Source: an optimization exercise on an open RTL-to-GDS flow (aim: small area, a short achievable clock period and few clock cycles). Production flows keep margins and buffers that such runs may drop.
Only simulation tests tie the RTL to the original design; equivalence was not proved.
Power figures rest on the tool's default switching activity, not on a simulated workload.

## old
## tpx3_codec
module tpx3_codec (
    input  wire        clk,
    input  wire        rst,
    input  wire        in_valid,
    output wire        in_ready,
    input  wire [7:0]  in_op,
    input  wire [47:0] in_a,
    input  wire [31:0] in_b,
    input  wire [31:0] in_c,
    input  wire [31:0] in_d,
    output wire        out_valid,
    input  wire        out_ready,
    output wire [47:0] out_res,
    output wire        out_err,
    output wire        out_amb
);
export LEC_CHECK = 0
export CAP_MARGIN = 20
export CORE_MARGIN = 2
export CORE_UTILIZATION = 40
export CTS_BUF_LIST = sky130_fd_sc_hd__clkbuf_4 sky130_fd_sc_hd__clkbuf_8
export PLACE_DENSITY = 0.6
export SETUP_SLACK_MARGIN = 4.5
export SLEW_MARGIN = 20
create_clock -name core_clock -period 8.0 [get_ports {clk}]
standard.sh (not shown) runs the stock make flow with config.mk's settings and CLKGATE_MAP_FILE= SYNTH_SCRIPT=/design/flow/synth_recipe.tcl, a recipe that flattens the netlist after the stock synthesis.
==> flow/flow/run.sh <==
#!/bin/bash
# The standard layout (standard.sh), except that the port buffers are
# buf_2 cells and timing repair may resize any cell to any size, not only to
# cells of the same footprint.  make's full output goes to make.log.
set -euo pipefail
bash standard.sh MATCH_CELL_FOOTPRINT=0 \
    "BUFFER_PORTS_ARGS=-buffer_cell sky130_fd_sc_hd__buf_2" finish > make.log 2>&1
old went all the way through synthesis, placement and routing and the layout is clean on timing, DRC and antenna.
Testbench counts of old, summed over its fixed seeds: cycles 1,632.
Input-level comparison between new and old:
# old
export LEC_CHECK = 0
export CAP_MARGIN = 20
export CORE_MARGIN = 2
export CORE_UTILIZATION = 40
export CTS_BUF_LIST = sky130_fd_sc_hd__clkbuf_4 sky130_fd_sc_hd__clkbuf_8
export PLACE_DENSITY = 0.6
export SETUP_SLACK_MARGIN = 4.5
export SLEW_MARGIN = 20
create_clock -name core_clock -period 8.0 [get_ports {clk}]
# new
export LEC_CHECK = 0
export CAP_MARGIN = 20
export CORE_MARGIN = 2
export CORE_UTILIZATION = 40
export PLACE_DENSITY = 0.6
export SETUP_SLACK_MARGIN = 4.5
export SLEW_MARGIN = 20
create_clock -name core_clock -period 8.0 [get_ports {clk}]
- Against old as the reference, new delivers a lower clock-buffer cell count.
- Looking at old and new, the post-route clock period utilization is a wash.
- The power drawn by the clock network of new exceeds that of old by about 28%.
- new finished all stages; the layout is clean.
- The worst slack on hold paths was comparable across old and new.
- old -> new: switching power of the nets increased by a few percent
- Where wire length after detailed routing is concerned, old is better than new.

========
## wip/nickel
tpx3_codec, a different RTL version from the one above (not shown whole).
Size in the first run: about 1700 cells after synthesis, roughly 260 flip-flops, roughly 18000 um2 of cells after synthesis.
Settings: LEC_CHECK=0, CAP_MARGIN=20, CORE_MARGIN=2, CORE_UTILIZATION=40, PLACE_DENSITY=0.6, SETUP_SLACK_MARGIN=5, SLEW_MARGIN=20; clock period 8.0 ns.
Scripts as last shown in full above: flow/flow/run.sh
Testbench counts of wip/nickel, summed over its fixed seeds: cycles 1,632.
> inputs changed (wip/nickel -> wip/violet)
Settings: SETUP_SLACK_MARGIN now 4, was 5.
==> results.txt <==
wip/violet finished all stages; the layout is clean.
Of the two candidates, wip/nickel has the worse starting DRC count in detailed routing and wip/violet the better one.
Summary of wip/violet over wip/nickel: final critical-path setup slack down 420 ps; wire length saw a decrease; depth of the worst register-to-register path lost 2; power share of the clock group went up 2.8 points.
Relative to wip/nickel, post-layout total power decreased by about 8% in wip/violet.
The final reports for wip/violet and wip/nickel show final-layout clock-cell area share higher in the former.
There was hardly any difference in global routing usage on met3 between wip/violet and wip/nickel.
In the flow results for wip/violet and wip/nickel, the minimum clock period after layout is smaller on wip/nickel.
Side by side, worst setup timing slack at the placement stage turned out higher in wip/violet than in wip/nickel.
Changes in wip/onyx relative to wip/violet:
Settings: SETUP_SLACK_MARGIN now 5, was 4.
==> flow/run.sh (new file) <==
#!/bin/bash
# synth_recipe.tcl (not shown) runs the flow's synth.tcl, then flattens the netlist and writes it again
# the make line also repeats each setting of config.mk as NAME=value (left out here)
make -C /OpenROAD-flow-scripts/flow DESIGN_CONFIG=/design/flow/config.mk WORK_HOME=/design/flow/orfs CLKGATE_MAP_FILE= SYNTH_SCRIPT=/design/flow/synth_recipe.tcl finish
removed: flow/flow/run.sh
removed: flow/standard.sh
==> comparison <==
- In wip/onyx, the net total in the final layout came out about 7% above the value in wip/violet.
- met4 as the highest metal layer with signal wires was reported by wip/violet, and met5 by wip/onyx.
- Delta (wip/onyx minus wip/violet): worst hold slack comparable, portion of total power attributed to sequential cells now smaller, power consumed by combinational cells now larger, largest net degree at the start of global routing now smaller.
- Between wip/violet and wip/onyx, multi-input gate share of the layout cell area decreased.

port drivers added, routing unchanged:
The results above use ideal ports. As a check the final layouts listed here were re-extracted and re-timed, cells and wires unchanged.
Step 1 (the two cells are an assumption about what drives the block):
set clk [get_ports {clk}]
set_driving_cell -lib_cell sky130_fd_sc_hd__clkbuf_16 $clk
set_driving_cell -lib_cell sky130_fd_sc_hd__buf_2 [delete_from_list [all_inputs] $clk]
Step 2 also shifts input and output timing later by t, the mid clock arrival at the registers, as if the neighbouring blocks saw the same clock.
Three values: ideal, step 1, step 2; two values: the first two.
run	t, ns	setup WS [ns]	hold slack, ns	clock arrival spread, ns
old	0.585	4.417 / 4.378 / 3.957	0.407 / 0.407 / 0.407	0.042 / 0.042
new	0.589	4.417 / 4.378 / 3.959	0.408 / 0.408 / 0.408	0.024 / 0.024
wip/nickel	0.609	4.670 / 4.634 / 4.200	0.419 / 0.419 / 0.419	0.013 / 0.013
wip/violet	0.607	4.250 / 4.250 / 3.903	0.416 / 0.416 / 0.416	0.020 / 0.021
wip/onyx	0.609	4.591 / 4.565 / 4.226	0.417 / 0.417 / 0.417	0.013 / 0.014
After both steps every run listed still meets setup and hold. For wip/nickel, which loses most, drivers alone change the setup slack by -0.036 ns; drivers and shift together by -0.470 ns.
